Context: an optimization exercise on an open-source flow, tuned for small area, a short achievable clock period and few clock cycles. The choices shown serve that exercise and are no tape-out recipe. RTL that was checked went through simulation tests only; none was proved equivalent to the original.

==> 06-13: inputs <==
==> flow/design.v <==
module sprite_render (
    input  wire        clk,
    input  wire        rst,
    input  wire        start,
    output wire        busy,
    output reg         done,
    input  wire [2:0]  cfg_grid_w_m1,    
    input  wire [2:0]  cfg_grid_h_m1,    
    input  wire [2:0]  cfg_fb_tx_m1,     
    input  wire [2:0]  cfg_fb_ty_m1,     
    input  wire        cfg_gated,        
    input  wire [10:0] cfg_spr_off,      
    input  wire [10:0] cfg_anim_off,     
    output reg         tbl_re,
    output reg         tbl_we,
    output reg  [10:0] tbl_addr,
    output reg  [7:0]  tbl_wdata,
    input  wire [7:0]  tbl_rdata,
    output reg         def_re,
    output reg  [13:0] def_addr,
    input  wire [7:0]  def_rdata,
    output reg         fb_we,
    output reg  [11:0] fb_addr,
    output reg  [7:0]  fb_wdata
);
    reg busy_r;
    assign busy = busy_r;
    wire accept = start && !busy_r;
    localparam T_IDLE  = 4'd0;
    localparam T_START = 4'd1;    
    localparam T_RA    = 4'd2;    
    localparam T_RS    = 4'd3;    
    localparam T_CD    = 4'd4;    
    localparam T_RK    = 4'd5;    
    localparam T_RN    = 4'd6;    
    localparam T_RSP   = 4'd7;    
    localparam T_RFC   = 4'd8;    
    localparam T_CFC   = 4'd9;    
    localparam T_ADV   = 4'd10;   
    localparam T_WFC0  = 4'd11;   
    localparam T_WFC1  = 4'd12;   
    localparam T_RN2   = 4'd13;   
    localparam T_CN    = 4'd14;   
    localparam T_WE    = 4'd15;   
    reg [3:0]  tstate;
    reg        te_fin;       
    reg [10:0] ea;           
    reg [2:0]  tcol, trow;   
    reg [5:0]  trb;          
    reg        r_gated;      
    reg [9:0]  r_a;          
    reg [7:0]  r_spr;        
    reg [7:0]  r_k;          
    reg        rec_valid;    
    wire t_wrap = (tcol == cfg_grid_w_m1);
    wire t_last = t_wrap && (trow == cfg_grid_h_m1);
    wire fc_ge  = (tbl_wdata >= r_a[7:0]);
    reg  [10:0] a_op;
    reg         a_ci;
    always @* begin
        a_op = 11'd0;
        a_ci = 1'b1;                                    
        case (tstate)
            T_CD:    begin a_op = {1'b0, r_a}; a_ci = 1'b1; end   
            T_RK:    if (!r_gated) begin a_op = 11'h7FF; a_ci = 1'b0; end   
            T_WFC1:  begin a_op = 11'h7FD; a_ci = 1'b0; end       
            default: ;
        endcase
    end
    wire [10:0] a_sum = tbl_addr + a_op + {10'd0, a_ci};
    reg        pe_fin;       
    reg        v1;           
    reg [2:0]  p_xo, p_yo;   
    reg        p_clipx, p_clipy;
    reg [5:0]  p_row;        
    reg        p_last;       
    reg [11:0] fb_a1;        
    wire [2:0] rr = def_addr[5:3];
    wire [2:0] cc = def_addr[2:0];
    wire [2:0] chi = p_clipx ? ~p_xo : 3'd7;
    wire [2:0] rhi = p_clipy ? ~p_yo : 3'd7;
    wire       row_end  = (cc == chi);
    wire       tile_end = row_end && (rr == rhi);
    wire       take = rec_valid && (!def_re || tile_end);
    wire [3:0] px = {1'b0, p_xo} + {1'b0, cc};
    wire [3:0] py = {1'b0, p_yo} + {1'b0, rr};
    always @(posedge clk) begin
        if (rst) begin
            busy_r    <= 1'b0;
            done      <= 1'b0;
            tstate    <= T_IDLE;
            tbl_re    <= 1'b0;
            tbl_we    <= 1'b0;
            rec_valid <= 1'b0;
            te_fin    <= 1'b0;
            pe_fin    <= 1'b0;
            def_re    <= 1'b0;
            v1        <= 1'b0;
            fb_we     <= 1'b0;
        end else begin
            done <= 1'b0;
            if (accept) begin
                busy_r <= 1'b1;
                te_fin <= 1'b0;
                pe_fin <= 1'b0;
            end else if (busy_r && te_fin && pe_fin && !def_re && !v1) begin
                busy_r <= 1'b0;
                done   <= 1'b1;
            end
            tbl_re <= 1'b0;
            tbl_we <= 1'b0;
            case (tstate)
                T_IDLE:  if (accept) tstate <= T_START;
                T_START: begin tbl_re <= 1'b1; tstate <= T_RA; end
                T_RA:    begin tbl_re <= 1'b1; tstate <= T_RS; end
                T_RS:    tstate <= T_CD;
                T_CD:    begin tbl_re <= 1'b1; tstate <= T_RK; end
                T_RK:    begin tbl_re <= 1'b1; tstate <= r_gated ? T_RSP : T_RN; end
                T_RN:    begin rec_valid <= 1'b1; tstate <= T_CN; end
                T_RSP:   begin rec_valid <= 1'b1; tbl_re <= 1'b1; tstate <= T_RFC; end
                T_RFC:   tstate <= T_CFC;
                T_CFC:   tstate <= T_ADV;
                T_ADV:   begin tbl_we <= 1'b1; tstate <= fc_ge ? T_WFC1 : T_WFC0; end
                T_WFC0:  tstate <= T_WE;
                T_WFC1:  begin tbl_re <= 1'b1; tstate <= T_RN2; end
                T_RN2:   tstate <= T_CN;
                T_CN:    begin tbl_we <= 1'b1; tstate <= T_WE; end
                T_WE: begin
                    if (t_last) begin
                        te_fin <= 1'b1;
                        tstate <= T_IDLE;
                    end else if (!rec_valid) begin
                        tbl_re <= 1'b1;
                        tstate <= T_RA;
                    end
                end
                default: tstate <= T_IDLE;
            endcase
            if (take)
                rec_valid <= 1'b0;
            if (take)
                def_re <= 1'b1;
            else if (def_re && tile_end)
                def_re <= 1'b0;
            if (def_re && tile_end && !take && p_last)
                pe_fin <= 1'b1;
            v1    <= def_re;
            fb_we <= v1;
        end
    end
    always @(posedge clk) begin
        case (tstate)
            T_START: begin
                ea       <= cfg_spr_off;
                tbl_addr <= cfg_spr_off;
                tcol     <= 3'd0;
                trow     <= 3'd0;
                trb      <= 6'd0;
                r_gated  <= cfg_gated;
            end
            T_RA:  tbl_addr <= a_sum;
            T_RS: begin
                r_a      <= r_gated ? {tbl_rdata, 2'b00} : {1'b0, tbl_rdata, 1'b0};
                tbl_addr <= cfg_anim_off;
            end
            T_CD: begin
                r_spr    <= tbl_rdata;
                tbl_addr <= a_sum;
            end
            T_RK:  tbl_addr <= a_sum;
            T_RN:  r_k <= tbl_rdata;
            T_RSP: begin
                r_k      <= tbl_rdata;
                tbl_addr <= a_sum;
            end
            T_RFC: r_a[7:0]  <= tbl_rdata;
            T_CFC: tbl_wdata <= tbl_rdata;
            T_ADV: tbl_wdata <= fc_ge ? 8'd0 : tbl_wdata + 8'd1;
            T_WFC1: tbl_addr <= a_sum;
            T_CN: begin
                tbl_wdata <= tbl_rdata;
                tbl_addr  <= ea;
            end
            T_WE: begin
                if (!t_last && !rec_valid) begin
                    ea       <= ea + 11'd2;
                    tbl_addr <= ea + 11'd2;
                    if (t_wrap) begin
                        tcol <= 3'd0;
                        trow <= trow + 3'd1;
                        trb  <= trb + {3'd0, cfg_fb_tx_m1} + 6'd1;
                    end else begin
                        tcol <= tcol + 3'd1;
                    end
                end
            end
            default: ;
        endcase
        if (take) begin
            def_addr <= {r_spr + {6'd0, r_k[7:6]}, 6'd0};
            p_xo     <= r_k[2:0];
            p_yo     <= r_k[5:3];
            p_clipx  <= (tcol == cfg_fb_tx_m1);
            p_clipy  <= (trow == cfg_fb_ty_m1);
            p_last   <= t_last;
            p_row    <= trb + {3'd0, tcol};
        end else if (row_end) begin
            def_addr[5:0] <= {rr + 3'd1, 3'd0};
            if (py[2:0] == 3'd7)
                p_row <= p_row + {3'd0, cfg_fb_tx_m1} + 6'd1;
        end else begin
            def_addr[2:0] <= cc + 3'd1;
        end
        fb_a1    <= {p_row + {5'd0, px[3]}, py[2:0], px[2:0]};
        fb_addr  <= fb_a1;
        fb_wdata <= def_rdata;
    end
endmodule
==> flow/run.sh <==
#!/bin/bash
# synth_recipe.tcl (not shown) runs the flow's synth.tcl, then flattens the netlist and writes it again
# the make line also repeats each setting of config.mk as NAME=value (left out here)
make -C /OpenROAD-flow-scripts/flow DESIGN_CONFIG=/design/flow/config.mk WORK_HOME=/design/flow/orfs CLKGATE_MAP_FILE= SYNTH_SCRIPT=/design/flow/synth_recipe.tcl finish
==> flow/config.mk <==
export PLATFORM = sky130hd
export DESIGN_NAME = sprite_render
export DESIGN_NICKNAME = sprite_render
export VERILOG_FILES = /design/flow/design.v
export SDC_FILE = /design/flow/constraint.sdc
export NUM_CORES = 4
export LEC_CHECK = 0
export ABC_CLOCK_PERIOD_IN_PS = 2500
export CAP_MARGIN = 20
export CORE_MARGIN = 2
export CORE_UTILIZATION = 40
export SETUP_SLACK_MARGIN = 4
export SLEW_MARGIN = 20
==> flow/constraint.sdc <==
create_clock -name core_clock -period 6.5 [get_ports {clk}]
set_input_delay 1.3000 -clock core_clock [delete_from_list [all_inputs] [get_ports {clk}]]
set_output_delay 1.3000 -clock core_clock [all_outputs]
set_load 0.01 [all_outputs]
==> 05-24: changes against 06-13 <==
--- a/flow/design.v
+++ b/flow/design.v
@@ -33,10 +33,10 @@
     localparam T_CD    = 4'd4;    
-    localparam T_RK    = 4'd5;    
-    localparam T_RN    = 4'd6;    
-    localparam T_RSP   = 4'd7;    
-    localparam T_RFC   = 4'd8;    
-    localparam T_CFC   = 4'd9;    
-    localparam T_ADV   = 4'd10;   
-    localparam T_WFC0  = 4'd11;   
-    localparam T_WFC1  = 4'd12;   
+    localparam T_RN    = 4'd5;    
+    localparam T_RK    = 4'd6;    
+    localparam T_CK    = 4'd7;    
+    localparam T_RSP   = 4'd8;    
+    localparam T_RFC   = 4'd9;    
+    localparam T_CFC   = 4'd10;   
+    localparam T_WFC   = 4'd11;   
+    localparam T_RD    = 4'd12;   
     localparam T_RN2   = 4'd13;   
@@ -53,2 +53,3 @@
     reg [7:0]  r_k;          
+    reg        r_ge;         
     reg        rec_valid;    
@@ -56,16 +57,6 @@
     wire t_last = t_wrap && (trow == cfg_grid_h_m1);
-    wire fc_ge  = (tbl_wdata >= r_a[7:0]);
-    reg  [10:0] a_op;
-    reg         a_ci;
-    always @* begin
-        a_op = 11'd0;
-        a_ci = 1'b1;                                    
-        case (tstate)
-            T_CD:    begin a_op = {1'b0, r_a}; a_ci = 1'b1; end   
-            T_RK:    if (!r_gated) begin a_op = 11'h7FF; a_ci = 1'b0; end   
-            T_WFC1:  begin a_op = 11'h7FD; a_ci = 1'b0; end       
-            default: ;
-        endcase
-    end
-    wire [10:0] a_sum = tbl_addr + a_op + {10'd0, a_ci};
+    wire        two   = (tstate == T_WE);
+    wire [10:0] a_inc = {tbl_addr[10:1] + {9'd0, two | tbl_addr[0]}, tbl_addr[0] ^ ~two};
+    wire [10:0] a_d   = tbl_addr + {1'b0, r_a} + {10'd0, r_gated && tstate == T_CD};
+    wire        fc_ge = (tbl_rdata >= tbl_wdata);
     reg        pe_fin;       
@@ -76,2 +67,4 @@
     reg        p_last;       
+    reg        p_wrap;       
+    reg [2:0]  p_hi;         
     reg [11:0] fb_a1;        
@@ -81,3 +74,3 @@
     wire [2:0] rhi = p_clipy ? ~p_yo : 3'd7;
-    wire       row_end  = (cc == chi);
+    wire       row_end  = (cc == p_hi);
     wire       tile_end = row_end && (rr == rhi);
@@ -86,2 +79,9 @@
     wire [3:0] py = {1'b0, p_yo} + {1'b0, rr};
+    wire [3:0] py1   = py + 4'd1;                         
+    wire [2:0] n_xo  = r_k[2:0];
+    wire [2:0] n_yo  = r_k[5:3];
+    wire       r_cov = rec_valid && !p_wrap &&
+                       (py1 >= {1'b0, n_yo}) && (py1 <= {1'b0, n_yo} + 4'd7);
+    wire [3:0] r_cut = 4'd7 + {1'b0, n_xo} - {1'b0, p_xo};    
+    wire [2:0] hi1   = (r_cov && r_cut < {1'b0, chi}) ? r_cut[2:0] : chi;
     always @(posedge clk) begin
@@ -116,11 +116,18 @@
                 T_RS:    tstate <= T_CD;
-                T_CD:    begin tbl_re <= 1'b1; tstate <= T_RK; end
-                T_RK:    begin tbl_re <= 1'b1; tstate <= r_gated ? T_RSP : T_RN; end
-                T_RN:    begin rec_valid <= 1'b1; tstate <= T_CN; end
+                T_CD:    begin tbl_re <= 1'b1; tstate <= r_gated ? T_RK : T_RN; end
+                T_RN:    begin tbl_re <= 1'b1; tstate <= T_RK; end
+                T_RK: begin
+                    if (r_gated) begin
+                        tbl_re <= 1'b1;
+                        tstate <= T_RSP;
+                    end else begin
+                        tstate <= T_CK;
+                    end
+                end
+                T_CK:    begin rec_valid <= 1'b1; tbl_we <= 1'b1; tstate <= T_WE; end
                 T_RSP:   begin rec_valid <= 1'b1; tbl_re <= 1'b1; tstate <= T_RFC; end
                 T_RFC:   tstate <= T_CFC;
-                T_CFC:   tstate <= T_ADV;
-                T_ADV:   begin tbl_we <= 1'b1; tstate <= fc_ge ? T_WFC1 : T_WFC0; end
-                T_WFC0:  tstate <= T_WE;
-                T_WFC1:  begin tbl_re <= 1'b1; tstate <= T_RN2; end
+                T_CFC:   begin tbl_we <= 1'b1; tstate <= T_WFC; end
+                T_WFC:   tstate <= r_ge ? T_RD : T_WE;
+                T_RD:    begin tbl_re <= 1'b1; tstate <= T_RN2; end
                 T_RN2:   tstate <= T_CN;
@@ -160,3 +167,3 @@
             end
-            T_RA:  tbl_addr <= a_sum;
+            T_RA:  tbl_addr <= a_inc;
             T_RS: begin
@@ -167,14 +174,24 @@
                 r_spr    <= tbl_rdata;
-                tbl_addr <= a_sum;
-            end
-            T_RK:  tbl_addr <= a_sum;
-            T_RN:  r_k <= tbl_rdata;
+                tbl_addr <= a_d;
+            end
+            T_RN:  tbl_addr <= a_inc;
+            T_RK: begin
+                tbl_wdata <= tbl_rdata;            
+                tbl_addr  <= a_inc;
+            end
+            T_CK: begin
+                r_k      <= tbl_rdata;
+                tbl_addr <= ea;
+            end
             T_RSP: begin
                 r_k      <= tbl_rdata;
-                tbl_addr <= a_sum;
-            end
-            T_RFC: r_a[7:0]  <= tbl_rdata;
-            T_CFC: tbl_wdata <= tbl_rdata;
-            T_ADV: tbl_wdata <= fc_ge ? 8'd0 : tbl_wdata + 8'd1;
-            T_WFC1: tbl_addr <= a_sum;
+                tbl_addr <= a_inc;
+            end
+            T_RFC: tbl_wdata <= tbl_rdata;         
+            T_CFC: begin
+                r_ge      <= fc_ge;
+                tbl_wdata <= fc_ge ? 8'd0 : tbl_rdata + 8'd1;
+            end
+            T_WFC: tbl_addr <= r_ge ? cfg_anim_off : ea;
+            T_RD:  tbl_addr <= a_d;
             T_CN: begin
@@ -185,4 +202,4 @@
                 if (!t_last && !rec_valid) begin
-                    ea       <= ea + 11'd2;
-                    tbl_addr <= ea + 11'd2;
+                    ea       <= a_inc;
+                    tbl_addr <= a_inc;
                     if (t_wrap) begin
@@ -205,2 +222,4 @@
             p_last   <= t_last;
+            p_wrap   <= t_wrap;
+            p_hi     <= (tcol == cfg_fb_tx_m1) ? ~r_k[2:0] : 3'd7;
             p_row    <= trb + {3'd0, tcol};
@@ -208,2 +227,3 @@
             def_addr[5:0] <= {rr + 3'd1, 3'd0};
+            p_hi          <= hi1;
             if (py[2:0] == 3'd7)
--- a/flow/config.mk
+++ b/flow/config.mk
@@ -7,3 +7,2 @@
 export LEC_CHECK = 0
-export ABC_CLOCK_PERIOD_IN_PS = 2500
 export CAP_MARGIN = 20
@@ -11,3 +10,3 @@
 export CORE_UTILIZATION = 40
-export SETUP_SLACK_MARGIN = 4
+export SETUP_SLACK_MARGIN = 5
 export SLEW_MARGIN = 20
==> 06-27: changes against 06-13 <==
--- a/flow/design.v
+++ b/flow/design.v
@@ -33,10 +33,10 @@
     localparam T_CD    = 4'd4;    
-    localparam T_RK    = 4'd5;    
-    localparam T_RN    = 4'd6;    
-    localparam T_RSP   = 4'd7;    
-    localparam T_RFC   = 4'd8;    
-    localparam T_CFC   = 4'd9;    
-    localparam T_ADV   = 4'd10;   
-    localparam T_WFC0  = 4'd11;   
-    localparam T_WFC1  = 4'd12;   
+    localparam T_RN    = 4'd5;    
+    localparam T_RK    = 4'd6;    
+    localparam T_CK    = 4'd7;    
+    localparam T_RSP   = 4'd8;    
+    localparam T_RFC   = 4'd9;    
+    localparam T_CFC   = 4'd10;   
+    localparam T_WFC   = 4'd11;   
+    localparam T_RD    = 4'd12;   
     localparam T_RN2   = 4'd13;   
@@ -53,2 +53,3 @@
     reg [7:0]  r_k;          
+    reg        r_ge;         
     reg        rec_valid;    
@@ -56,16 +57,6 @@
     wire t_last = t_wrap && (trow == cfg_grid_h_m1);
-    wire fc_ge  = (tbl_wdata >= r_a[7:0]);
-    reg  [10:0] a_op;
-    reg         a_ci;
-    always @* begin
-        a_op = 11'd0;
-        a_ci = 1'b1;                                    
-        case (tstate)
-            T_CD:    begin a_op = {1'b0, r_a}; a_ci = 1'b1; end   
-            T_RK:    if (!r_gated) begin a_op = 11'h7FF; a_ci = 1'b0; end   
-            T_WFC1:  begin a_op = 11'h7FD; a_ci = 1'b0; end       
-            default: ;
-        endcase
-    end
-    wire [10:0] a_sum = tbl_addr + a_op + {10'd0, a_ci};
+    wire        two   = (tstate == T_WE);
+    wire [10:0] a_inc = {tbl_addr[10:1] + {9'd0, two | tbl_addr[0]}, tbl_addr[0] ^ ~two};
+    wire [10:0] a_d   = tbl_addr + {1'b0, r_a} + {10'd0, r_gated && tstate == T_CD};
+    wire        fc_ge = (tbl_rdata >= tbl_wdata);
     reg        pe_fin;       
@@ -76,2 +67,5 @@
     reg        p_last;       
+    reg        p_wrap;       
+    reg [2:0]  p_hi;         
+    reg [3:0]  p_py;         
     reg [11:0] fb_a1;        
@@ -81,3 +75,3 @@
     wire [2:0] rhi = p_clipy ? ~p_yo : 3'd7;
-    wire       row_end  = (cc == chi);
+    wire       row_end  = (cc == p_hi);
     wire       tile_end = row_end && (rr == rhi);
@@ -85,3 +79,9 @@
     wire [3:0] px = {1'b0, p_xo} + {1'b0, cc};
-    wire [3:0] py = {1'b0, p_yo} + {1'b0, rr};
+    wire [3:0] py = p_py;
+    wire [2:0] n_xo  = r_k[2:0];
+    wire [2:0] n_yo  = r_k[5:3];
+    wire [4:0] r_dy  = {1'b0, p_py} + 5'd1 - {2'b00, n_yo};   
+    wire       r_cov = rec_valid && !r_dy[4] && !r_dy[3] && (n_xo < p_xo);
+    wire [2:0] r_cut = n_xo + ~p_xo;                        
+    wire [2:0] hi1   = p_wrap ? chi : (r_cov ? r_cut : 3'd7);
     always @(posedge clk) begin
@@ -116,11 +116,18 @@
                 T_RS:    tstate <= T_CD;
-                T_CD:    begin tbl_re <= 1'b1; tstate <= T_RK; end
-                T_RK:    begin tbl_re <= 1'b1; tstate <= r_gated ? T_RSP : T_RN; end
-                T_RN:    begin rec_valid <= 1'b1; tstate <= T_CN; end
+                T_CD:    begin tbl_re <= 1'b1; tstate <= r_gated ? T_RK : T_RN; end
+                T_RN:    begin tbl_re <= 1'b1; tstate <= T_RK; end
+                T_RK: begin
+                    if (r_gated) begin
+                        tbl_re <= 1'b1;
+                        tstate <= T_RSP;
+                    end else begin
+                        tstate <= T_CK;
+                    end
+                end
+                T_CK:    begin rec_valid <= 1'b1; tbl_we <= 1'b1; tstate <= T_WE; end
                 T_RSP:   begin rec_valid <= 1'b1; tbl_re <= 1'b1; tstate <= T_RFC; end
                 T_RFC:   tstate <= T_CFC;
-                T_CFC:   tstate <= T_ADV;
-                T_ADV:   begin tbl_we <= 1'b1; tstate <= fc_ge ? T_WFC1 : T_WFC0; end
-                T_WFC0:  tstate <= T_WE;
-                T_WFC1:  begin tbl_re <= 1'b1; tstate <= T_RN2; end
+                T_CFC:   begin tbl_we <= 1'b1; tstate <= T_WFC; end
+                T_WFC:   tstate <= r_ge ? T_RD : T_WE;
+                T_RD:    begin tbl_re <= 1'b1; tstate <= T_RN2; end
                 T_RN2:   tstate <= T_CN;
@@ -160,3 +167,3 @@
             end
-            T_RA:  tbl_addr <= a_sum;
+            T_RA:  tbl_addr <= a_inc;
             T_RS: begin
@@ -167,14 +174,24 @@
                 r_spr    <= tbl_rdata;
-                tbl_addr <= a_sum;
-            end
-            T_RK:  tbl_addr <= a_sum;
-            T_RN:  r_k <= tbl_rdata;
+                tbl_addr <= a_d;
+            end
+            T_RN:  tbl_addr <= a_inc;
+            T_RK: begin
+                tbl_wdata <= tbl_rdata;            
+                tbl_addr  <= a_inc;
+            end
+            T_CK: begin
+                r_k      <= tbl_rdata;
+                tbl_addr <= ea;
+            end
             T_RSP: begin
                 r_k      <= tbl_rdata;
-                tbl_addr <= a_sum;
-            end
-            T_RFC: r_a[7:0]  <= tbl_rdata;
-            T_CFC: tbl_wdata <= tbl_rdata;
-            T_ADV: tbl_wdata <= fc_ge ? 8'd0 : tbl_wdata + 8'd1;
-            T_WFC1: tbl_addr <= a_sum;
+                tbl_addr <= a_inc;
+            end
+            T_RFC: tbl_wdata <= tbl_rdata;         
+            T_CFC: begin
+                r_ge      <= fc_ge;
+                tbl_wdata <= fc_ge ? 8'd0 : tbl_rdata + 8'd1;
+            end
+            T_WFC: tbl_addr <= r_ge ? cfg_anim_off : ea;
+            T_RD:  tbl_addr <= a_d;
             T_CN: begin
@@ -185,4 +202,4 @@
                 if (!t_last && !rec_valid) begin
-                    ea       <= ea + 11'd2;
-                    tbl_addr <= ea + 11'd2;
+                    ea       <= a_inc;
+                    tbl_addr <= a_inc;
                     if (t_wrap) begin
@@ -202,2 +219,3 @@
             p_yo     <= r_k[5:3];
+            p_py     <= {1'b0, r_k[5:3]};
             p_clipx  <= (tcol == cfg_fb_tx_m1);
@@ -205,2 +223,4 @@
             p_last   <= t_last;
+            p_wrap   <= t_wrap;
+            p_hi     <= (tcol == cfg_fb_tx_m1) ? ~r_k[2:0] : 3'd7;
             p_row    <= trb + {3'd0, tcol};
@@ -208,2 +228,4 @@
             def_addr[5:0] <= {rr + 3'd1, 3'd0};
+            p_hi          <= hi1;
+            p_py          <= p_py + 4'd1;
             if (py[2:0] == 3'd7)
==> flow/flow/run.sh (new file) <==
#!/bin/bash
# Standard layout, with plain buffers (buf_2) on the ports instead of the
# resizer's default choice. Every tool's output goes to flow.log here, and
# ORFS keeps each step's log under orfs/logs/.
set -euo pipefail
export BUFFER_PORTS_ARGS="-buffer_cell sky130_fd_sc_hd__buf_2"
bash standard.sh > flow.log 2>&1
==> flow/standard.sh (new file) <==
#!/bin/bash
# synth_recipe.tcl (not shown) runs the flow's synth.tcl, then flattens the netlist and writes it again
# the make line also repeats each setting of config.mk as NAME=value (left out here)
make -C /OpenROAD-flow-scripts/flow DESIGN_CONFIG=/design/flow/config.mk WORK_HOME=/design/flow/orfs CLKGATE_MAP_FILE= SYNTH_SCRIPT=/design/flow/synth_recipe.tcl "${@:-finish}"
--- a/flow/config.mk
+++ b/flow/config.mk
@@ -7,6 +7,5 @@
 export LEC_CHECK = 0
-export ABC_CLOCK_PERIOD_IN_PS = 2500
 export CAP_MARGIN = 20
 export CORE_MARGIN = 2
-export CORE_UTILIZATION = 40
+export CORE_UTILIZATION = 60
 export SETUP_SLACK_MARGIN = 4
removed: flow/run.sh
==> qor summary <==
| item | 06-27 | 05-24 | 06-13 |
|---|---|---|---|
| Status | timing/DRC/antenna clean | timing/DRC/antenna clean | timing/DRC/antenna clean |
| Fraction of the mapped netlist area in compound gates | 11.6% | 13.2% | 12.2% |
| Horizontal die dimension | 118 um | 145 um | 139 um |
| Signed area change from the synthesized netlist to the final layout | 21.5% | 59.3% | 34.2% |
| Crit path to | tbl_addr[3] | p_hi[0]$_DFFE_PP_ | tbl_addr[8]$_DFFE_PP_ |
| Period utilisation layout | 38.2% | 50.1% | 45.6% |
| Share of the final layout cell area in multi-input gates | 39.2% | 39.0% | 36.3% |
| Height of the die | 118 um | 145 um | 139 um |
| Top cell type's share of synthesized area | 38.0% | 36.4% | 37.7% |
| Placement-stage worst setup slack | 3.05 ns | 2.69 ns | 2.88 ns |
| Max-slew headroom at the worst pin | 29.7% | 44.1% | 40.8% |
| Die ar. | 14000 sq um | 20900 sq um | 19400 sq um |
| Tap cell instance count | 172 | 265 | 229 |
| Mapped Avg Cell Area | 10.9 sq um | 10.5 sq um | 10.8 sq um |
| Largest net degree at the start of global routing | 32 | 19 | 23 |
| Sum of met2 wire segment lengths after detailed routing | 9070 um | 12300 um | 8740 um |
| Nature of the critical path endpoint | output port | register | register |
| Total number of vias | 6013 | 6910 | 5720 |
| Count of standard-cell rows | 41 | 51 | 49 |
| Critical R2R Capture | tbl_addr[8]$_DFFE_PP_ | p_hi[0]$_DFFE_PP_ | tbl_addr[8]$_DFFE_PP_ |
| GR Util met3 | 5.12% | 3.82% | 3.72% |
Testbench counts of 06-27, summed over its fixed seeds: cycles 95,757.
The RTL of 06-13 and 05-24 was laid out without a check of its function.

[port drivers added, routing unchanged]
The flow's constraints put no driver on any port. The routed layouts listed below were extracted and timed again, unchanged, in two steps. Step 1 sets driving cells, clkbuf_16 on the clock port and buf_2 on the other inputs (assumed; they add their load-dependent delay and slew). Step 2 also shifts input and output timing later by t, the mid clock arrival at the registers, as if the neighbouring blocks saw the same clock. a / b / c = ideal / step 1 / step 2; a / b = the first two.
| run | t (ns) | slack for setup (ns) | clock arrival spread, ns | worst register clock-pin slew, ns | worst data-port slew with drivers (ns) |
|---|---|---|---|---|---|
| 06-13 | 0.455 | 3.539 / 3.539 / 3.539 | 0.013 / 0.012 | 0.06 / 0.06 | 0.04 |
| 05-24 | 0.469 | 3.243 / 3.243 / 3.243 | 0.013 / 0.014 | 0.07 / 0.07 | 0.07 |
| 06-27 | 0.459 | 4.017 / 3.976 / 3.600 | 0.009 / 0.008 | 0.07 / 0.07 | 0.04 |
After both steps every run listed still meets setup and hold. For 06-27, which loses most, drivers alone change the setup slack by -0.041 ns; drivers and shift together by -0.417 ns.
